Source: an optimization exercise on an open RTL-to-GDS flow (aim: small area, a short achievable clock period and few clock cycles). Production flows keep margins and buffers that such runs may drop.

==> inputs of fjord <==
==> flow/design.v <==
module wbext_framer (
    input  wire        clk,
    input  wire        rst,         
    input  wire        cmd_valid,
    output wire        cmd_ready,
    input  wire [31:0] cmd,
    output reg         resp_valid,
    output reg  [31:0] resp
);
    localparam integer CAP = 266;
    localparam integer NT  = 48;    
    localparam [2:0] E_START = 3'd0;   
    localparam [2:0] E_SEEK  = 3'd1;   
    localparam [2:0] E_CMD   = 3'd2;   
    localparam [2:0] E_RLY   = 3'd3;   
    localparam [2:0] E_PRE   = 3'd4;   
    localparam [2:0] E_BODY  = 3'd5;   
    function [15:0] crc_step;
        input [15:0] c;
        input [7:0]  b;
        integer n;
        reg [15:0] t;
        begin
            t = c ^ {8'h00, b};
            for (n = 0; n < 8; n = n + 1)
                t = t[0] ? ((t >> 1) ^ 16'hA001) : (t >> 1);
            crc_step = t;
        end
    endfunction
    wire [15:0] k46 = crc_step(16'hFFFF, 8'h46);
    wire [15:0] k60 = crc_step(16'hFFFF, 8'h60);
    wire [15:0] k09 = crc_step(16'hFFFF, 8'h09);
    function [8:0] bclass;
        input [7:0] b;
        begin
            bclass[8] = (b == 8'h46) || (b == 8'h60);
            bclass[7] = (b == 8'h60);
            bclass[6] = (b == 8'h09);
            bclass[5] = (b == 8'h03);
            bclass[4] = (b == 8'h04) || (b == 8'h12);
            bclass[3] = (b == 8'h11);
            bclass[2] = (b == 8'h18);
            bclass[1] = (b == 8'h01) || (b == 8'h02) || (b == 8'h03) || (b == 8'h04);
            bclass[0] = (b == 8'h05) || (b == 8'h06) || (b == 8'h0F) || (b == 8'h10);
        end
    endfunction
    function [16:0] lookup;
        input [7:0] c;
        input       x;
        begin
            lookup = 17'd0;
            if (x) begin
                case (c)
                    8'h03:   lookup = {1'b1, 8'd0, 8'd10};
                    8'h04:   lookup = {1'b1, 8'd0, 8'd5};
                    8'h11:   lookup = {1'b1, 8'd5, 8'd8};
                    8'h12:   lookup = {1'b1, 8'd0, 8'd5};
                    8'h18:   lookup = {1'b1, 8'd3, 8'd6};
                    default: lookup = 17'd0;
                endcase
            end else begin
                case (c)
                    8'h01, 8'h02, 8'h03, 8'h04: lookup = {1'b1, 8'd2, 8'd5};
                    8'h05, 8'h06, 8'h0F, 8'h10: lookup = {1'b1, 8'd0, 8'd8};
                    default:                    lookup = 17'd0;
                endcase
            end
        end
    endfunction
    reg [8*CAP-1:0] ring;
    reg [8:0]  rx_len;
    reg        len0;        
    reg        full;        
    reg [1:0]  outcome;
    reg        late;
    reg        cmd_err;
    reg [2:0]  last_err;
    reg [15:0] crc;
    reg [8:0]  rel;         
    reg [8:0]  diff;        
    reg        al;          
    reg [2:0]  est;
    reg [15:0] ccrc;
    reg [2:0]  cnt;
    reg [8:0]  rem;
    reg [8:0]  total;
    reg [8:0]  c_off;
    reg [7:0]  rcmd;
    reg        relay;
    reg        mk60;
    reg [7:0]  rx_lo;
    reg [7:0]  rx_hi;
    reg        rbusy;
    reg [2:0]  rcnt;
    wire dec = outcome[0] ^ outcome[1];
    reg        rst_r;       
    reg        rdy_r;
    reg        fv0, fv1;
    reg [31:0] f0, f1;
    reg        xv;
    reg        xpush, xcrcb, xrdreg, xrdrx, xclr, xcrci, xerr, xlkup;
    reg        xecode;      
    reg        xx;
    reg [8:0]  xa;
    reg        xkhi;
    reg [8:0]  xd;
    reg        xinr;
    reg [8:0]  xbc;
    assign cmd_ready = rdy_r;
    wire acc = cmd_valid & rdy_r;
    wire can_write = (outcome == 2'd0) & ~full;
    wire pstall    = ~len0 & ~al & can_write;
    wire stall     = xv & (rbusy | (xpush & pstall) | (xrdrx & ~xinr));
    wire go        = xv & ~stall;
    wire wrote     = go & xpush & can_write;
    wire first_go  = xv & xpush & len0;
    always @(posedge clk)
        rst_r <= rst;
    always @(posedge clk) begin
        if (fv1) begin
            if (!stall)
                f0 <= f1;
        end else if (!(fv0 && stall)) begin
            f0 <= cmd;
        end
        if (!fv1)
            f1 <= cmd;
    end
    always @(posedge clk) begin
        if (rst_r) begin
            fv0   <= 1'b0;
            fv1   <= 1'b0;
            rdy_r <= !rst;
        end else begin
            fv0   <= fv1 | (fv0 & stall) | acc;
            fv1   <= fv1 ? stall : (fv0 & stall & acc);
            rdy_r <= !rst & (fv1 ? !stall : !(fv0 & stall & acc));
        end
    end
    wire [7:0]  d_op  = f0[31:24];
    wire        d_rok = (f0[23:17] == 7'd0);
    wire        d_x   = f0[16];
    wire [15:0] d_arg = f0[15:0];
    wire d_nop   = (f0 == 32'h0000_0000);
    wire d_clr   = (f0 == 32'h0100_0000);
    wire d_push  = (d_op == 8'h02) && d_rok && !d_x && (d_arg[15:8] == 8'h00);
    wire d_crci  = (f0 == 32'h0300_0000);
    wire d_crcb  = (d_op == 8'h04) && d_rok && !d_x && (d_arg[15:8] == 8'h00);
    wire d_lkup  = (d_op == 8'h05) && d_rok && (d_arg[15:8] == 8'h00);
    wire d_rdreg = (d_op == 8'h06) && d_rok && !d_x;
    wire d_rdrx  = (d_op == 8'h07) && d_rok && !d_x;
    wire d_regbad = d_rdreg && (d_arg > 16'd9);
    wire d_ill   = !(d_nop | d_clr | d_push | d_crci | d_crcb | d_lkup | d_rdreg | d_rdrx);
    wire        d_kbig = (d_arg >= CAP);
    wire [8:0]  relsel = first_go ? 9'd0 : rel;
    wire [9:0]  d_t    = {1'b0, relsel} - {1'b0, d_arg[8:0]};
    wire [9:0]  d_t2   = d_t + 10'd266;
    wire [8:0]  d_d    = d_t[9] ? d_t2[8:0] : d_t[8:0];
    wire        d_inr  = d_kbig | (d_d < NT);
    always @(posedge clk) begin
        if (rst_r) begin
            xv <= 1'b0;
        end else if (!stall) begin
            xv <= fv0;
        end
    end
    always @(posedge clk) begin
        if (!stall) begin
            xpush  <= fv0 & d_push;
            xcrcb  <= fv0 & d_crcb;
            xrdreg <= fv0 & d_rdreg & !d_regbad;
            xrdrx  <= fv0 & d_rdrx;
            xclr   <= fv0 & d_clr;
            xcrci  <= fv0 & d_crci;
            xlkup  <= fv0 & d_lkup;
            xerr   <= fv0 & (d_ill | d_regbad);
            xecode <= d_regbad;
            xx     <= d_x;
            xa     <= d_arg[8:0];
            xkhi   <= (d_arg[15:9] != 7'd0);
            xd     <= d_d;
            xinr   <= d_inr;
            xbc    <= bclass(d_arg[7:0]);
        end else if (xrdrx) begin
            xd   <= (xd == CAP - 1) ? 9'd0 : xd + 9'd1;
            xinr <= (xd == CAP - 1) | (xd < NT - 1);
        end
    end
    wire [7:0]  tap4 = ring[4*8 +: 8];
    wire [7:0]  eb   = rbusy ? tap4 : xa[7:0];
    wire [8:0]  ebc  = rbusy ? bclass(tap4) : xbc;
    wire        b_mk  = ebc[8];
    wire        b_60  = ebc[7];
    wire        b_09  = ebc[6];
    wire        b_e03 = ebc[5];
    wire        b_e5  = ebc[4];
    wire        b_e11 = ebc[3];
    wire        b_e18 = ebc[2];
    wire        b_r14 = ebc[1];
    wire        b_r58 = ebc[0];
    wire        b_eh  = b_e03 | b_e5 | b_e11 | b_e18;
    wire        b_rh  = b_r14 | b_r58;
    wire eng_en = (wrote | rbusy) & (outcome == 2'd0);
    reg [15:0] cx;
    always @(*) begin
        cx = ccrc;
        case (est)
            E_START: cx = 16'hFFFF;
            E_SEEK:  cx = b_mk ? ccrc : 16'hFFFF;
            E_CMD:   if (!b_09 && !b_eh) cx = b_mk ? (mk60 ? k60 : k46) : 16'hFFFF;
            default: cx = ccrc;
        endcase
    end
    wire [15:0] cnext = crc_step(cx, eb);
    wire [8:0]  epos   = rx_len - {6'd0, rcnt} - 9'd1;    
    wire [8:0]  var_bs = relay ? 9'd11 : (rcmd == 8'h11 ? 9'd8 : 9'd6);
    wire        rmiss  = (est == E_RLY) && (cnt == 3'd0) && !b_rh;
    wire        decide = (est == E_BODY) && (rem == 9'd1);
    wire        crc_ok = (ccrc == {eb, rx_lo});
    wire [1:0] outcome_n =
        (go & xclr) ? 2'd0 :
        (go & xpush & (outcome == 2'd0) & full) ? 2'd3 :
        (eng_en & decide) ? (crc_ok ? 2'd1 : 2'd2) : outcome;
    wire late_n = (go & xclr) ? 1'b0 :
                  (go & xpush & (outcome != 2'd0)) ? 1'b1 : late;
    wire [15:0] status_n = {cmd_err, last_err, 8'h00, late_n,
                            (outcome_n == 2'd1 || outcome_n == 2'd2) & ~relay, outcome_n};
    always @(posedge clk) begin
        if (rst_r || (go && xclr)) begin
            est   <= E_START;
            rbusy <= 1'b0;
            rcnt  <= 3'd0;
            relay <= 1'b0;
        end else begin
            if (rbusy) begin
                rcnt  <= rcnt - 3'd1;
                rbusy <= (rcnt != 3'd1);
            end
            if (eng_en) case (est)
            E_START: begin
                ccrc <= cnext;
                est  <= E_SEEK;
            end
            E_SEEK: begin
                ccrc <= cnext;
                if (b_mk) begin
                    c_off <= epos;
                    mk60  <= b_60;
                    est   <= E_CMD;
                end
            end
            E_CMD: begin
                ccrc <= cnext;
                if (b_09) begin
                    relay <= 1'b1;
                    cnt   <= 3'd4;
                    est   <= E_RLY;
                end else if (b_eh) begin
                    relay <= 1'b0;
                    rcmd  <= eb;
                    if (b_e03) begin
                        total <= 9'd10; rem <= 9'd7; est <= E_BODY;
                    end else if (b_e5) begin
                        total <= 9'd5;  rem <= 9'd2; est <= E_BODY;
                    end else if (b_e11) begin
                        cnt <= 3'd2; est <= E_PRE;
                    end else begin
                        cnt <= 3'd0; est <= E_PRE;
                    end
                end else if (b_mk) begin
                    c_off <= epos;
                    mk60  <= b_60;
                end else begin
                    est <= E_SEEK;
                end
            end
            E_RLY: begin
                if (cnt != 3'd0) begin
                    ccrc <= cnext;
                    cnt  <= cnt - 3'd1;
                end else if (b_r14) begin
                    ccrc <= cnext;
                    rcmd <= eb;
                    cnt  <= 3'd0;
                    est  <= E_PRE;
                end else if (b_r58) begin
                    ccrc  <= cnext;
                    rcmd  <= eb;
                    total <= 9'd14;
                    rem   <= 9'd6;
                    est   <= E_BODY;
                end else begin
                    ccrc  <= k09;
                    est   <= E_SEEK;
                    rbusy <= 1'b1;
                    rcnt  <= 3'd5;
                end
            end
            E_PRE: begin
                ccrc <= cnext;
                if (cnt != 3'd0) begin
                    cnt <= cnt - 3'd1;
                end else begin
                    rem   <= {1'b0, eb} + 9'd2;
                    total <= {1'b0, eb} + var_bs;
                    est   <= E_BODY;
                end
            end
            E_BODY: begin
                if (rem > 9'd2)
                    ccrc <= cnext;
                if (rem == 9'd2)
                    rx_lo <= eb;
                if (rem == 9'd1)
                    rx_hi <= eb;
                rem <= rem - 9'd1;
            end
            default: est <= E_START;
            endcase
        end
    end
    wire [15:0] crc_next = crc_step(crc, xa[7:0]);
    wire [8:0]  consumed = c_off + total;
    reg [15:0] reg_val;
    always @(*) begin
        case (xa[3:0])
            4'd0:    reg_val = {cmd_err, last_err, 8'h00, late, dec & ~relay, outcome};
            4'd1:    reg_val = {7'd0, rx_len};
            4'd2:    reg_val = dec ? {7'd0, c_off} : 16'd0;
            4'd3:    reg_val = dec ? {7'd0, total} : 16'd0;
            4'd4:    reg_val = (outcome == 2'd1) ? {7'd0, consumed} : 16'd0;
            4'd5:    reg_val = dec ? {8'd0, rcmd} : 16'd0;
            4'd6:    reg_val = dec ? ccrc : 16'd0;
            4'd7:    reg_val = dec ? {rx_hi, rx_lo} : 16'd0;
            4'd8:    reg_val = crc;
            default: reg_val = CAP;
        endcase
    end
    wire [5:0] tsel = {xd[5], xd[4] & ~xd[5], xd[3:0]};
    wire [7:0] tapx = ring[tsel*8 +: 8];
    wire       rx_err = xkhi | (xa >= rx_len);
    always @(posedge clk) begin
        if (rst_r) begin
            resp_valid <= 1'b0;
            resp       <= 32'd0;
            rx_len     <= 9'd0;
            len0       <= 1'b1;
            full       <= 1'b0;
            outcome    <= 2'd0;
            late       <= 1'b0;
            cmd_err    <= 1'b0;
            last_err   <= 3'd0;
            crc        <= 16'hFFFF;
            rel        <= 9'd0;
            diff       <= 9'd0;
            al         <= 1'b0;
        end else begin
            outcome <= outcome_n;
            late    <= late_n;
            rel  <= first_go ? 9'd1 : ((rel == CAP - 1) ? 9'd0 : rel + 9'd1);
            diff <= wrote ? 9'd0 : ((diff == CAP - 1) ? 9'd0 : diff + 9'd1);
            al   <= wrote | (diff == CAP - 1);
            resp_valid <= 1'b0;
            if (rbusy && rcnt == 3'd1) begin
                resp_valid <= !rst;
                resp       <= {16'd0, status_n};
            end
            if (go) begin
                resp_valid <= !rst;
                resp       <= 32'd0;
                if (xerr) begin
                    cmd_err  <= 1'b1;
                    last_err <= {1'b0, xecode, 1'b1};
                    resp     <= {29'h1000_0000, 1'b0, xecode, 1'b1};
                end
                if (xlkup)
                    resp <= {15'd0, lookup(xa[7:0], xx)};
                if (xcrci)
                    resp <= 32'h0000_FFFF;
                if (xclr) begin
                    rx_len <= 9'd0;
                    len0   <= 1'b1;
                    full   <= 1'b0;
                end
                if (xcrci)
                    crc <= 16'hFFFF;
                if (xcrcb) begin
                    crc  <= crc_next;
                    resp <= {16'd0, crc_next};
                end
                if (xrdreg)
                    resp <= {16'd0, reg_val};
                if (xrdrx) begin
                    if (rx_err) begin
                        cmd_err  <= 1'b1;
                        last_err <= 3'd2;
                        resp     <= 32'h8000_0002;
                    end else begin
                        resp <= {24'd0, tapx};
                    end
                end
                if (xpush) begin
                    resp <= {16'd0, status_n};
                    if (eng_en & rmiss)
                        resp_valid <= 1'b0;
                    if (can_write) begin
                        rx_len <= rx_len + 9'd1;
                        len0   <= 1'b0;
                        full   <= (rx_len == CAP - 1);
                    end
                end
            end
        end
    end
    always @(posedge clk)
        ring <= {ring[8*CAP-9:0], wrote ? xa[7:0] : ring[8*CAP-1 -: 8]};
endmodule
==> flow/flow/run.sh <==
#!/bin/bash
set -euo pipefail
bash standard.sh SETUP_SLACK_MARGIN=${MARGIN:-8.3} finish > flow_make.log 2>&1
==> flow/standard.sh <==
#!/bin/bash
# synth_recipe.tcl (not shown) runs the flow's synth.tcl, then flattens the netlist and writes it again
# the make line also repeats each setting of config.mk as NAME=value (left out here)
make -C /OpenROAD-flow-scripts/flow DESIGN_CONFIG=/design/flow/config.mk WORK_HOME=/design/flow/orfs CLKGATE_MAP_FILE= SYNTH_SCRIPT=/design/flow/synth_recipe.tcl "${@:-finish}"
==> flow/config.mk <==
export PLATFORM = sky130hd
export DESIGN_NAME = wbext_framer
export DESIGN_NICKNAME = wbext_framer
export VERILOG_FILES = /design/flow/design.v
export SDC_FILE = /design/flow/constraint.sdc
export NUM_CORES = 4
export LEC_CHECK = 0
export CAP_MARGIN = 20
export CORE_MARGIN = 2
export CORE_UTILIZATION = 40
export SLEW_MARGIN = 20
==> flow/constraint.sdc <==
create_clock -name core_clock -period 12.0 [get_ports {clk}]
set_input_delay 2.4000 -clock core_clock [delete_from_list [all_inputs] [get_ports {clk}]]
set_output_delay 2.4000 -clock core_clock [all_outputs]
set_load 0.01 [all_outputs]
==> inputs of quartz, as changes to fjord <==
--- a/flow/design.v
+++ b/flow/design.v
@@ -97,4 +97,5 @@
     reg        rdy_r;
-    reg        fv0, fv1;
-    reg [31:0] f0, f1;
+    reg        stall_r;     
+    reg        fv0;
+    reg [19:0] f0;          
     reg        xv;
@@ -104,3 +105,3 @@
     reg [8:0]  xa;
-    reg        xkhi;
+    reg        xkbig;       
     reg [8:0]  xd;
@@ -110,48 +111,40 @@
     wire acc = cmd_valid & rdy_r;
+    wire stall     = stall_r;
     wire can_write = (outcome == 2'd0) & ~full;
-    wire pstall    = ~len0 & ~al & can_write;
-    wire stall     = xv & (rbusy | (xpush & pstall) | (xrdrx & ~xinr));
     wire go        = xv & ~stall;
-    wire wrote     = go & xpush & can_write;
-    wire first_go  = xv & xpush & len0;
+    wire pushgo    = go & xpush;
+    wire wrote     = pushgo & can_write;
+    wire first_go  = pushgo & len0;
     always @(posedge clk)
         rst_r <= rst;
+    always @(posedge clk)
+        if (!stall)
+            f0 <= {cmd[31:24], cmd[23:17] == 7'd0, cmd[16], cmd[15:9] == 7'd0, cmd[8:0]};
     always @(posedge clk) begin
-        if (fv1) begin
-            if (!stall)
-                f0 <= f1;
-        end else if (!(fv0 && stall)) begin
-            f0 <= cmd;
-        end
-        if (!fv1)
-            f1 <= cmd;
-    end
-    always @(posedge clk) begin
-        if (rst_r) begin
-            fv0   <= 1'b0;
-            fv1   <= 1'b0;
-            rdy_r <= !rst;
-        end else begin
-            fv0   <= fv1 | (fv0 & stall) | acc;
-            fv1   <= fv1 ? stall : (fv0 & stall & acc);
-            rdy_r <= !rst & (fv1 ? !stall : !(fv0 & stall & acc));
-        end
+        if (rst_r)
+            fv0 <= 1'b0;
+        else if (!stall)
+            fv0 <= acc;
     end
-    wire [7:0]  d_op  = f0[31:24];
-    wire        d_rok = (f0[23:17] == 7'd0);
-    wire        d_x   = f0[16];
-    wire [15:0] d_arg = f0[15:0];
-    wire d_nop   = (f0 == 32'h0000_0000);
-    wire d_clr   = (f0 == 32'h0100_0000);
-    wire d_push  = (d_op == 8'h02) && d_rok && !d_x && (d_arg[15:8] == 8'h00);
-    wire d_crci  = (f0 == 32'h0300_0000);
-    wire d_crcb  = (d_op == 8'h04) && d_rok && !d_x && (d_arg[15:8] == 8'h00);
-    wire d_lkup  = (d_op == 8'h05) && d_rok && (d_arg[15:8] == 8'h00);
+    wire [7:0]  d_op  = f0[19:12];
+    wire        d_rok = f0[11];
+    wire        d_x   = f0[10];
+    wire        d_ahz = f0[9];
+    wire [8:0]  d_a9  = f0[8:0];
+    wire        d_b8  = d_rok & d_ahz & !d_a9[8];      
+    wire        d_w   = d_b8 & !d_x & (d_a9[7:0] == 8'h00);
+    wire d_nop   = (d_op == 8'h00) && d_w;
+    wire d_clr   = (d_op == 8'h01) && d_w;
+    wire d_push  = (d_op == 8'h02) && d_b8 && !d_x;
+    wire d_crci  = (d_op == 8'h03) && d_w;
+    wire d_crcb  = (d_op == 8'h04) && d_b8 && !d_x;
+    wire d_lkup  = (d_op == 8'h05) && d_b8;
     wire d_rdreg = (d_op == 8'h06) && d_rok && !d_x;
     wire d_rdrx  = (d_op == 8'h07) && d_rok && !d_x;
-    wire d_regbad = d_rdreg && (d_arg > 16'd9);
+    wire d_regbad = d_rdreg && (!d_ahz || d_a9 > 9'd9);
     wire d_ill   = !(d_nop | d_clr | d_push | d_crci | d_crcb | d_lkup | d_rdreg | d_rdrx);
-    wire        d_kbig = (d_arg >= CAP);
+    wire        d_kbig = !d_ahz || (d_a9 >= CAP);
+    wire [8:0]  d_arg  = d_a9;
     wire [8:0]  relsel = first_go ? 9'd0 : rel;
-    wire [9:0]  d_t    = {1'b0, relsel} - {1'b0, d_arg[8:0]};
+    wire [9:0]  d_t    = {1'b0, relsel} - {1'b0, d_arg};
     wire [9:0]  d_t2   = d_t + 10'd266;
@@ -159,2 +152,22 @@
     wire        d_inr  = d_kbig | (d_d < NT);
+    wire inr_hold  = xkbig | (xd == CAP - 1) | (xd < NT - 1);
+    wire xv_n      = stall ? xv    : fv0;
+    wire xpush_n   = stall ? xpush : (fv0 & d_push);
+    wire xrdrx_n   = stall ? xrdrx : (fv0 & d_rdrx);
+    wire xinr_n    = stall ? inr_hold : d_inr;
+    wire len0_n    = (go & xclr) | (len0 & ~wrote);
+    wire al_n      = pushgo | (diff == CAP - 1);
+    wire rbusy_set;
+    wire rbusy_n   = rbusy_set | (rbusy & (rcnt != 3'd1));
+    wire stall_n   = xv_n & (rbusy_n | (xpush_n & ~len0_n & ~al_n & can_write) |
+                             (xrdrx_n & ~xinr_n));
+    always @(posedge clk) begin
+        if (rst_r) begin
+            stall_r <= 1'b0;
+            rdy_r   <= !rst;
+        end else begin
+            stall_r <= stall_n;
+            rdy_r   <= !rst & !stall_n;
+        end
+    end
     always @(posedge clk) begin
@@ -179,3 +192,3 @@
             xa     <= d_arg[8:0];
-            xkhi   <= (d_arg[15:9] != 7'd0);
+            xkbig  <= d_kbig;
             xd     <= d_d;
@@ -185,3 +198,3 @@
             xd   <= (xd == CAP - 1) ? 9'd0 : xd + 9'd1;
-            xinr <= (xd == CAP - 1) | (xd < NT - 1);
+            xinr <= inr_hold;
         end
@@ -213,3 +226,3 @@
     end
-    wire [15:0] cnext = crc_step(cx, eb);
+    wire [15:0] cnext = crc_step((go & xcrcb) ? crc : cx, eb);
     wire [8:0]  epos   = rx_len - {6'd0, rcnt} - 9'd1;    
@@ -217,2 +230,3 @@
     wire        rmiss  = (est == E_RLY) && (cnt == 3'd0) && !b_rh;
+    assign rbusy_set   = wrote && (outcome == 2'd0) && (est == E_RLY) && (cnt == 3'd0) && !(xbc[1] | xbc[0]);
     wire        decide = (est == E_BODY) && (rem == 9'd1);
@@ -321,3 +335,3 @@
     end
-    wire [15:0] crc_next = crc_step(crc, xa[7:0]);
+    wire [15:0] crc_next = cnext;
     wire [8:0]  consumed = c_off + total;
@@ -340,3 +354,3 @@
     wire [7:0] tapx = ring[tsel*8 +: 8];
-    wire       rx_err = xkhi | (xa >= rx_len);
+    wire       rx_err = xkbig | (xa >= rx_len);
     always @(posedge clk) begin
@@ -360,4 +374,4 @@
             rel  <= first_go ? 9'd1 : ((rel == CAP - 1) ? 9'd0 : rel + 9'd1);
-            diff <= wrote ? 9'd0 : ((diff == CAP - 1) ? 9'd0 : diff + 9'd1);
-            al   <= wrote | (diff == CAP - 1);
+            diff <= pushgo ? 9'd0 : ((diff == CAP - 1) ? 9'd0 : diff + 9'd1);
+            al   <= al_n;
             resp_valid <= 1'b0;
==> flow/flow/run.sh (replaced) <==
#!/bin/bash
# Standard ORFS layout (the standard.sh, standard synthesis unchanged) with:
#  - CTS without dummy loads.
# The full make output goes to flow_make.log; ORFS keeps per-step logs in orfs/logs.
set -euo pipefail
MARGIN=$(cat flow/margin.txt)
CTS="$(cat flow/cts_args.txt)"
bash standard.sh "SETUP_SLACK_MARGIN=$MARGIN" "CTS_ARGS=$CTS" finish > flow_make.log 2>&1
==> flow/flow/cts_args.txt (new file) <==
-sink_clustering_enable -repair_clock_nets -dont_use_dummy_load -sink_clustering_size 24 -sink_clustering_max_diameter 100
==> flow/flow/margin.txt (new file) <==
8.5
==> run notes <==
- In fjord the fmax is lower than in quartz, by 1.8%.
- quartz completed without violations. fjord produced a clean layout.
- Between quartz and fjord, the lower clock-buffer cell count is in quartz (gap 198).
- In fjord the area after synthesis is larger than in quartz, by about 3%.
- Between quartz and fjord, the lower first-iteration DRC count is in quartz (gap about 12%, measured against fjord).
==> figures <==
Result of the run: fjord complete, no violations; quartz complete, no violations
Initial cell density of the core: fjord 0.402; quartz 0.402
Depth of the worst register-to-register path: fjord 11; quartz 20
Count of clock-net buffers in the final layout: fjord 306; quartz 108
Placed wire-length estimate after detailed placement: fjord 60.1 mm; quartz 61.3 mm
Mux share of post-synthesis cell area: fjord 0.0553; quartz 0.0513
Final cell area excluding filler cells: fjord 0.0714 sq mm; quartz 0.0660 sq mm
Ratio of layout area to synthesized area: fjord 1.173x; quartz 1.115x
Pin count of the biggest net entering global routing: fjord 58; quartz 68
Post-Layout Cell Count: fjord 6,291; quartz 5,906
No run of this note included a check of the RTL's function; only the layout flow was run.

-- afterwards: timing with drivers on the ports --
No port has a modelled driver above. Below, the same layouts with a new extraction and two added sets of constraints. Step 1 (the two cells are an assumption about what drives the block):
set clk [get_ports {clk}]
set_driving_cell -lib_cell sky130_fd_sc_hd__clkbuf_16 $clk
set_driving_cell -lib_cell sky130_fd_sc_hd__buf_2 [delete_from_list [all_inputs] $clk]
Step 2 times the ports against the registers' clock, not the clock port: input delays grow and output delays shrink by t, the midpoint of the rising clock arrivals with the driver on. Three values: ideal, step 1, step 2; two values: the first two.
run	t (ns)	setup slack, ns	latest minus earliest clock arrival (ns)	slew at the worst register clock pin (ns)	pins driven straight from the clock port
fjord	0.865	8.302 / 8.222 / 8.231	0.083 / 0.083	0.07 / 0.07	1
quartz	0.768	8.369 / 8.301 / 8.279	0.071 / 0.072	0.11 / 0.11	1
After both steps setup and hold are still met in every run listed. The setup slack of quartz, which loses most, moves by -0.068 ns with the drivers and by -0.090 ns with both steps.
